What follows belongs to an exercise in optimizing a design on an open flow for small area, a short achievable clock period and few clock cycles; a production flow would make more cautious choices. Where RTL was checked, it was by simulation tests only, not by an equivalence proof against the original. No activity file was given, so power comes from the tool's default toggle rates.

==> v14 <==
// tpx3_codec
module tpx3_codec (
    input  wire        clk,
    input  wire        rst,
    input  wire        in_valid,
    output wire        in_ready,
    input  wire [7:0]  in_op,
    input  wire [47:0] in_a,
    input  wire [31:0] in_b,
    input  wire [31:0] in_c,
    input  wire [31:0] in_d,
    output wire        out_valid,
    input  wire        out_ready,
    output wire [47:0] out_res,
    output wire        out_err,
    output wire        out_amb
);
Settings: LEC_CHECK=0, CAP_MARGIN=20, CORE_MARGIN=2, CORE_UTILIZATION=40, PLACE_DENSITY=0.6, SETUP_SLACK_MARGIN=4, SLEW_MARGIN=20; clock period 8.0 ns.
standard.sh (not shown) runs the stock make flow with config.mk's settings and CLKGATE_MAP_FILE= SYNTH_SCRIPT=/design/flow/synth_recipe.tcl, a recipe that flattens the netlist after the stock synthesis.
==> flow/flow/run.sh <==
#!/bin/bash
# The standard layout (standard.sh), except that the port buffers are
# buf_2 cells and timing repair may resize any cell to any size, not only to
# cells of the same footprint.  make's full output goes to make.log.
set -euo pipefail
bash standard.sh MATCH_CELL_FOOTPRINT=0 \
    "BUFFER_PORTS_ARGS=-buffer_cell sky130_fd_sc_hd__buf_2" finish > make.log 2>&1
==> v6: changes against v14 <==
--- a/flow/design.v
+++ b/flow/design.v
@@ -29,40 +29,40 @@
     localparam [7:0] OP_PKT_DIS   = 8'h41;
     localparam [7:0] OP_HIT_DEC   = 8'h43;
     localparam [9:0] TOT_OVV  = 10'h1FF;
     reg        s1_vld, s2_vld, s3_vld;
     reg [47:0] s1_res, s2_res, s3_res;            
     reg        s1_err, s2_err, s3_err;
     reg        s1_amb, s2_amb, s3_amb;
-    reg [47:0] q0_res, q1_res;
-    reg        q0_err, q1_err, q0_amb, q1_amb;
-    reg        q0_vld, q1_vld;
+    reg        s4_vld;
+    reg [47:0] s4_res;
+    reg        s4_err, s4_amb;
     reg        s1_enc, s2_enc, s3_enc;            
     reg        s1_dlo, s2_dlo, s3_dlo;            
     reg        s1_dhi, s2_dhi, s3_dhi;            
     reg        s1_glo, s1_ghi;                    
     reg        s1_erb;                            
     wire       s1_ref = s1_err | s1_erb;          
     wire       s1_cod = s1_enc | s1_dlo | s1_dhi;
     reg        s2_cod;       
     reg [9:0]  s2_y;         
     reg [4:0]  s2_r, s3_r;   
-    wire en   = !q1_vld;                  
-    wire take = q0_vld && out_ready;
-    wire put  = en && s3_vld;             
-    wire ld0  = take || !q0_vld;          
+    wire en = !s4_vld || out_ready;       
     assign in_ready  = en;
-    assign out_valid = q0_vld;
-    assign out_res   = q0_res;
-    assign out_err   = q0_err;
-    assign out_amb   = q0_amb;
+    assign out_valid = s4_vld;
+    assign out_res   = s4_res;
+    assign out_err   = s4_err;
+    assign out_amb   = s4_amb;
     function [13:0] gray2bin(input [13:0] g);
         integer i;
-        for (i = 0; i < 14; i = i + 1)
-            gray2bin[i] = ^(g >> i);
+        begin
+            gray2bin[13] = g[13];
+            for (i = 12; i >= 0; i = i - 1)
+                gray2bin[i] = gray2bin[i + 1] ^ g[i];
+        end
     endfunction
     wire [7:0]  op = in_op;
     wire [47:0] a  = in_a;
     wire [31:0] b  = in_b;
     wire [31:0] c  = in_c;
     wire [31:0] d  = in_d;
     wire a_hi4  = |a[47:4];
@@ -169,49 +169,37 @@
         endcase
     end
     always @(posedge clk) begin
         if (rst) begin
             s1_vld <= 1'b0;
             s2_vld <= 1'b0;
             s3_vld <= 1'b0;
-            q0_vld <= 1'b0;
-            q1_vld <= 1'b0;
+            s4_vld <= 1'b0;
         end else begin
             if (en) begin
                 s1_vld <= in_valid;
                 s2_vld <= s1_vld;
                 s3_vld <= s2_vld;
+                s4_vld <= s3_vld;
             end
-            if (ld0) q0_vld <= q1_vld || put;
-            if (ld0) q1_vld <= 1'b0;
-            else if (put) q1_vld <= 1'b1;
-        end
-    end
-    always @(posedge clk) begin
-        if (ld0) begin
-            q0_res <= q1_vld ? q1_res : d_res;
-            q0_err <= q1_vld ? q1_err : s3_err;
-            q0_amb <= q1_vld ? q1_amb : s3_amb;
-        end
-        if (put && !ld0) begin
-            q1_res <= d_res;  q1_err <= s3_err; q1_amb <= s3_amb;
         end
     end
     always @(posedge clk) begin
         if (en) begin
             s1_res <= c_res;  s1_err <= c_err;  s1_erb <= c_erb;  s1_amb <= c_amb;
             s1_enc <= c_enc;  s1_dlo <= c_dlo;  s1_dhi <= c_dhi;
             s1_glo <= c_glo;  s1_ghi <= c_ghi;
             s2_res <= b_res;  s2_err <= s1_ref; s2_amb <= s1_amb & ~s1_ref;
             s2_enc <= s1_enc; s2_dlo <= s1_dlo & ~s1_ref; s2_dhi <= s1_dhi & ~s1_ref;
             s2_cod <= (s1_enc | s1_dlo | s1_dhi) & ~s1_ref;
             s2_y   <= b_y;    s2_r   <= b_r;
             s3_res <= c_res3; s3_err <= s2_err; s3_amb <= s2_amb;
             s3_enc <= s2_enc; s3_dlo <= s2_dlo; s3_dhi <= s2_dhi;
             s3_r   <= s2_r;
+            s4_res <= d_res;  s4_err <= s3_err; s4_amb <= s3_amb;
         end
     end
     wire [13:0] gsrc = s1_ghi ? s1_res[27:14] : s1_res[13:0];
     wire [13:0] gbin = gray2bin(gsrc);
     wire [47:0] b_res = s1_ref ? 48'd0 :
                         {s1_res[47:28],
                          s1_ghi ? gbin : s1_res[27:14],
==> flow/config.mk (replaced) <==
export PLATFORM = sky130hd
export DESIGN_NAME = tpx3_codec
export DESIGN_NICKNAME = tpx3_codec
export VERILOG_FILES = /design/flow/design.v
export SDC_FILE = /design/flow/constraint.sdc
export NUM_CORES = 4
export LEC_CHECK = 0
export CAP_MARGIN = 20
export CORE_MARGIN = 2
export CORE_UTILIZATION = 40
export CTS_BUF_LIST = sky130_fd_sc_hd__clkbuf_4 sky130_fd_sc_hd__clkbuf_8
export PLACE_DENSITY = 0.6
export SETUP_SLACK_MARGIN = 4.5
export SLEW_MARGIN = 20
==> v2: changes against v14 <==
--- a/flow/design.v
+++ b/flow/design.v
@@ -29,40 +29,40 @@
     localparam [7:0] OP_PKT_DIS   = 8'h41;
     localparam [7:0] OP_HIT_DEC   = 8'h43;
     localparam [9:0] TOT_OVV  = 10'h1FF;
     reg        s1_vld, s2_vld, s3_vld;
     reg [47:0] s1_res, s2_res, s3_res;            
     reg        s1_err, s2_err, s3_err;
     reg        s1_amb, s2_amb, s3_amb;
-    reg [47:0] q0_res, q1_res;
-    reg        q0_err, q1_err, q0_amb, q1_amb;
-    reg        q0_vld, q1_vld;
+    reg        s4_vld;
+    reg [47:0] s4_res;
+    reg        s4_err, s4_amb;
     reg        s1_enc, s2_enc, s3_enc;            
     reg        s1_dlo, s2_dlo, s3_dlo;            
     reg        s1_dhi, s2_dhi, s3_dhi;            
     reg        s1_glo, s1_ghi;                    
     reg        s1_erb;                            
     wire       s1_ref = s1_err | s1_erb;          
     wire       s1_cod = s1_enc | s1_dlo | s1_dhi;
     reg        s2_cod;       
     reg [9:0]  s2_y;         
     reg [4:0]  s2_r, s3_r;   
-    wire en   = !q1_vld;                  
-    wire take = q0_vld && out_ready;
-    wire put  = en && s3_vld;             
-    wire ld0  = take || !q0_vld;          
+    wire en = !s4_vld || out_ready;       
     assign in_ready  = en;
-    assign out_valid = q0_vld;
-    assign out_res   = q0_res;
-    assign out_err   = q0_err;
-    assign out_amb   = q0_amb;
+    assign out_valid = s4_vld;
+    assign out_res   = s4_res;
+    assign out_err   = s4_err;
+    assign out_amb   = s4_amb;
     function [13:0] gray2bin(input [13:0] g);
         integer i;
-        for (i = 0; i < 14; i = i + 1)
-            gray2bin[i] = ^(g >> i);
+        begin
+            gray2bin[13] = g[13];
+            for (i = 12; i >= 0; i = i - 1)
+                gray2bin[i] = gray2bin[i + 1] ^ g[i];
+        end
     endfunction
     wire [7:0]  op = in_op;
     wire [47:0] a  = in_a;
     wire [31:0] b  = in_b;
     wire [31:0] c  = in_c;
     wire [31:0] d  = in_d;
     wire a_hi4  = |a[47:4];
@@ -169,49 +169,37 @@
         endcase
     end
     always @(posedge clk) begin
         if (rst) begin
             s1_vld <= 1'b0;
             s2_vld <= 1'b0;
             s3_vld <= 1'b0;
-            q0_vld <= 1'b0;
-            q1_vld <= 1'b0;
+            s4_vld <= 1'b0;
         end else begin
             if (en) begin
                 s1_vld <= in_valid;
                 s2_vld <= s1_vld;
                 s3_vld <= s2_vld;
+                s4_vld <= s3_vld;
             end
-            if (ld0) q0_vld <= q1_vld || put;
-            if (ld0) q1_vld <= 1'b0;
-            else if (put) q1_vld <= 1'b1;
-        end
-    end
-    always @(posedge clk) begin
-        if (ld0) begin
-            q0_res <= q1_vld ? q1_res : d_res;
-            q0_err <= q1_vld ? q1_err : s3_err;
-            q0_amb <= q1_vld ? q1_amb : s3_amb;
-        end
-        if (put && !ld0) begin
-            q1_res <= d_res;  q1_err <= s3_err; q1_amb <= s3_amb;
         end
     end
     always @(posedge clk) begin
         if (en) begin
             s1_res <= c_res;  s1_err <= c_err;  s1_erb <= c_erb;  s1_amb <= c_amb;
             s1_enc <= c_enc;  s1_dlo <= c_dlo;  s1_dhi <= c_dhi;
             s1_glo <= c_glo;  s1_ghi <= c_ghi;
             s2_res <= b_res;  s2_err <= s1_ref; s2_amb <= s1_amb & ~s1_ref;
             s2_enc <= s1_enc; s2_dlo <= s1_dlo & ~s1_ref; s2_dhi <= s1_dhi & ~s1_ref;
             s2_cod <= (s1_enc | s1_dlo | s1_dhi) & ~s1_ref;
             s2_y   <= b_y;    s2_r   <= b_r;
             s3_res <= c_res3; s3_err <= s2_err; s3_amb <= s2_amb;
             s3_enc <= s2_enc; s3_dlo <= s2_dlo; s3_dhi <= s2_dhi;
             s3_r   <= s2_r;
+            s4_res <= d_res;  s4_err <= s3_err; s4_amb <= s3_amb;
         end
     end
     wire [13:0] gsrc = s1_ghi ? s1_res[27:14] : s1_res[13:0];
     wire [13:0] gbin = gray2bin(gsrc);
     wire [47:0] b_res = s1_ref ? 48'd0 :
                         {s1_res[47:28],
                          s1_ghi ? gbin : s1_res[27:14],
--- a/flow/config.mk
+++ b/flow/config.mk
@@ -5,9 +5,9 @@
 export SDC_FILE = /design/flow/constraint.sdc
 export NUM_CORES = 4
 export LEC_CHECK = 0
 export CAP_MARGIN = 20
 export CORE_MARGIN = 2
 export CORE_UTILIZATION = 40
 export PLACE_DENSITY = 0.6
-export SETUP_SLACK_MARGIN = 4
+export SETUP_SLACK_MARGIN = 5
 export SLEW_MARGIN = 20
==> v9: changes against v14 <==
--- a/flow/design.v
+++ b/flow/design.v
@@ -29,40 +29,40 @@
     localparam [7:0] OP_PKT_DIS   = 8'h41;
     localparam [7:0] OP_HIT_DEC   = 8'h43;
     localparam [9:0] TOT_OVV  = 10'h1FF;
     reg        s1_vld, s2_vld, s3_vld;
     reg [47:0] s1_res, s2_res, s3_res;            
     reg        s1_err, s2_err, s3_err;
     reg        s1_amb, s2_amb, s3_amb;
-    reg [47:0] q0_res, q1_res;
-    reg        q0_err, q1_err, q0_amb, q1_amb;
-    reg        q0_vld, q1_vld;
+    reg        s4_vld;
+    reg [47:0] s4_res;
+    reg        s4_err, s4_amb;
     reg        s1_enc, s2_enc, s3_enc;            
     reg        s1_dlo, s2_dlo, s3_dlo;            
     reg        s1_dhi, s2_dhi, s3_dhi;            
     reg        s1_glo, s1_ghi;                    
     reg        s1_erb;                            
     wire       s1_ref = s1_err | s1_erb;          
     wire       s1_cod = s1_enc | s1_dlo | s1_dhi;
     reg        s2_cod;       
     reg [9:0]  s2_y;         
     reg [4:0]  s2_r, s3_r;   
-    wire en   = !q1_vld;                  
-    wire take = q0_vld && out_ready;
-    wire put  = en && s3_vld;             
-    wire ld0  = take || !q0_vld;          
+    wire en = !s4_vld || out_ready;       
     assign in_ready  = en;
-    assign out_valid = q0_vld;
-    assign out_res   = q0_res;
-    assign out_err   = q0_err;
-    assign out_amb   = q0_amb;
+    assign out_valid = s4_vld;
+    assign out_res   = s4_res;
+    assign out_err   = s4_err;
+    assign out_amb   = s4_amb;
     function [13:0] gray2bin(input [13:0] g);
         integer i;
-        for (i = 0; i < 14; i = i + 1)
-            gray2bin[i] = ^(g >> i);
+        begin
+            gray2bin[13] = g[13];
+            for (i = 12; i >= 0; i = i - 1)
+                gray2bin[i] = gray2bin[i + 1] ^ g[i];
+        end
     endfunction
     wire [7:0]  op = in_op;
     wire [47:0] a  = in_a;
     wire [31:0] b  = in_b;
     wire [31:0] c  = in_c;
     wire [31:0] d  = in_d;
     wire a_hi4  = |a[47:4];
@@ -169,49 +169,37 @@
         endcase
     end
     always @(posedge clk) begin
         if (rst) begin
             s1_vld <= 1'b0;
             s2_vld <= 1'b0;
             s3_vld <= 1'b0;
-            q0_vld <= 1'b0;
-            q1_vld <= 1'b0;
+            s4_vld <= 1'b0;
         end else begin
             if (en) begin
                 s1_vld <= in_valid;
                 s2_vld <= s1_vld;
                 s3_vld <= s2_vld;
+                s4_vld <= s3_vld;
             end
-            if (ld0) q0_vld <= q1_vld || put;
-            if (ld0) q1_vld <= 1'b0;
-            else if (put) q1_vld <= 1'b1;
-        end
-    end
-    always @(posedge clk) begin
-        if (ld0) begin
-            q0_res <= q1_vld ? q1_res : d_res;
-            q0_err <= q1_vld ? q1_err : s3_err;
-            q0_amb <= q1_vld ? q1_amb : s3_amb;
-        end
-        if (put && !ld0) begin
-            q1_res <= d_res;  q1_err <= s3_err; q1_amb <= s3_amb;
         end
     end
     always @(posedge clk) begin
         if (en) begin
             s1_res <= c_res;  s1_err <= c_err;  s1_erb <= c_erb;  s1_amb <= c_amb;
             s1_enc <= c_enc;  s1_dlo <= c_dlo;  s1_dhi <= c_dhi;
             s1_glo <= c_glo;  s1_ghi <= c_ghi;
             s2_res <= b_res;  s2_err <= s1_ref; s2_amb <= s1_amb & ~s1_ref;
             s2_enc <= s1_enc; s2_dlo <= s1_dlo & ~s1_ref; s2_dhi <= s1_dhi & ~s1_ref;
             s2_cod <= (s1_enc | s1_dlo | s1_dhi) & ~s1_ref;
             s2_y   <= b_y;    s2_r   <= b_r;
             s3_res <= c_res3; s3_err <= s2_err; s3_amb <= s2_amb;
             s3_enc <= s2_enc; s3_dlo <= s2_dlo; s3_dhi <= s2_dhi;
             s3_r   <= s2_r;
+            s4_res <= d_res;  s4_err <= s3_err; s4_amb <= s3_amb;
         end
     end
     wire [13:0] gsrc = s1_ghi ? s1_res[27:14] : s1_res[13:0];
     wire [13:0] gbin = gray2bin(gsrc);
     wire [47:0] b_res = s1_ref ? 48'd0 :
                         {s1_res[47:28],
                          s1_ghi ? gbin : s1_res[27:14],
==> metrics list <==
* Outcome: finished clean
* Data required time of the worst path: 8.30 ns
- HPWL Detailed: 35500 µm
- For the pin with the worst max-slew slack, the measured transition is 1.16 ns.
* Cell Pwr Density: 165 nW/µm²
- Setup fix buffers added after clock tree synthesis: 11
* Met3 global-route usage: 2.66%
- The worst register-to-register path has a depth of 12.
[end of results for v14]
==> metrics list <==
* Effective utilization at floorplan: 40.7%
- Data required time of the worst path: 6.40 ns
* Transition time of the tightest slew-check pin: 1.04 ns
- Outcome: finished clean
* Cell count of the worst reg-to-reg path: 14
- Met3 global-route usage: 2.55%
- Dividing the detail-routed wire length by the instance count gives 20.5 µm.
* Startpoint class of the critical path: input port
- Setup fix buffers added after clock tree synthesis: 6
* HPWL Detailed: 33400 µm
[end of results for v9]
==> metrics list <==
- In this run the power density over the cells is 171 nW/µm².
- Setup fix buffers added after clock tree synthesis: 139
- HPWL Detailed: 33400 µm
- For the pin with the worst max-slew slack, the measured transition is 1.03 ns.
* Part of the cycle the worst path needs: 44.8%
* Met3 global-route usage: 2.22%
- Data required time of the worst path: 6.40 ns
* Outcome: finished clean
[end of results for v2]
==> metrics list <==
- The flow ran to the end and the layout has no timing, DRC or antenna violations.
* Start point of the critical path: out_ready
* Cell Pwr Density: 173 nW/µm²
* Cell count of the worst reg-to-reg path: 11
* Data required time of the worst path: 6.40 ns
- The wire-length estimate of the detail-placed layout is 32500 µm.
- At the pin with the least slew margin, the transition time is 0.885 ns.
* Setup fix buffers added after clock tree synthesis: 56
[end of results for v6]
Testbench counts of v6, summed over its fixed seeds: cycles 1,632.
Testbench counts of v2, summed over its fixed seeds: cycles 1,632.
Testbench counts of v9, summed over its fixed seeds: cycles 1,632.
For v14, only the layout was checked, not whether the RTL still works.

-- port drivers added, routing unchanged --
In the flow no input, the clock included, has a driving cell. The finished layouts below were timed again as built, in two steps. Step 1: set_driving_cell puts a clkbuf_16 on clk and a buf_2 on each other input, an assumption about the parent block. Step 2 moves the port delays by t, midway between the first and last clock arrival at a register: inputs arrive t later, outputs are due t later. That takes back most of the time a late clock gives input paths. a / b / c = ideal / step 1 / step 2; a / b = the first two.
| run | t, ns | slack for setup (ns) | worst setup path after step 2 | worst data-port slew with drivers (ns) |
|---|---|---|---|---|
| v14 | 0.607 | 4.110 / 4.110 / 3.692 | input to register | 0.05 |
| v6 | 0.585 | 4.417 / 4.378 / 3.957 | input to register | 0.05 |
| v2 | 0.580 | 4.415 / 4.361 / 4.101 | input to register | 0.08 |
| v9 | 0.577 | 4.083 / 4.060 / 3.845 | input to register | 0.05 |
After both steps setup and hold are still met in every run listed. The setup slack of v6, which loses most, moves by -0.039 ns with the drivers and by -0.460 ns with both steps.
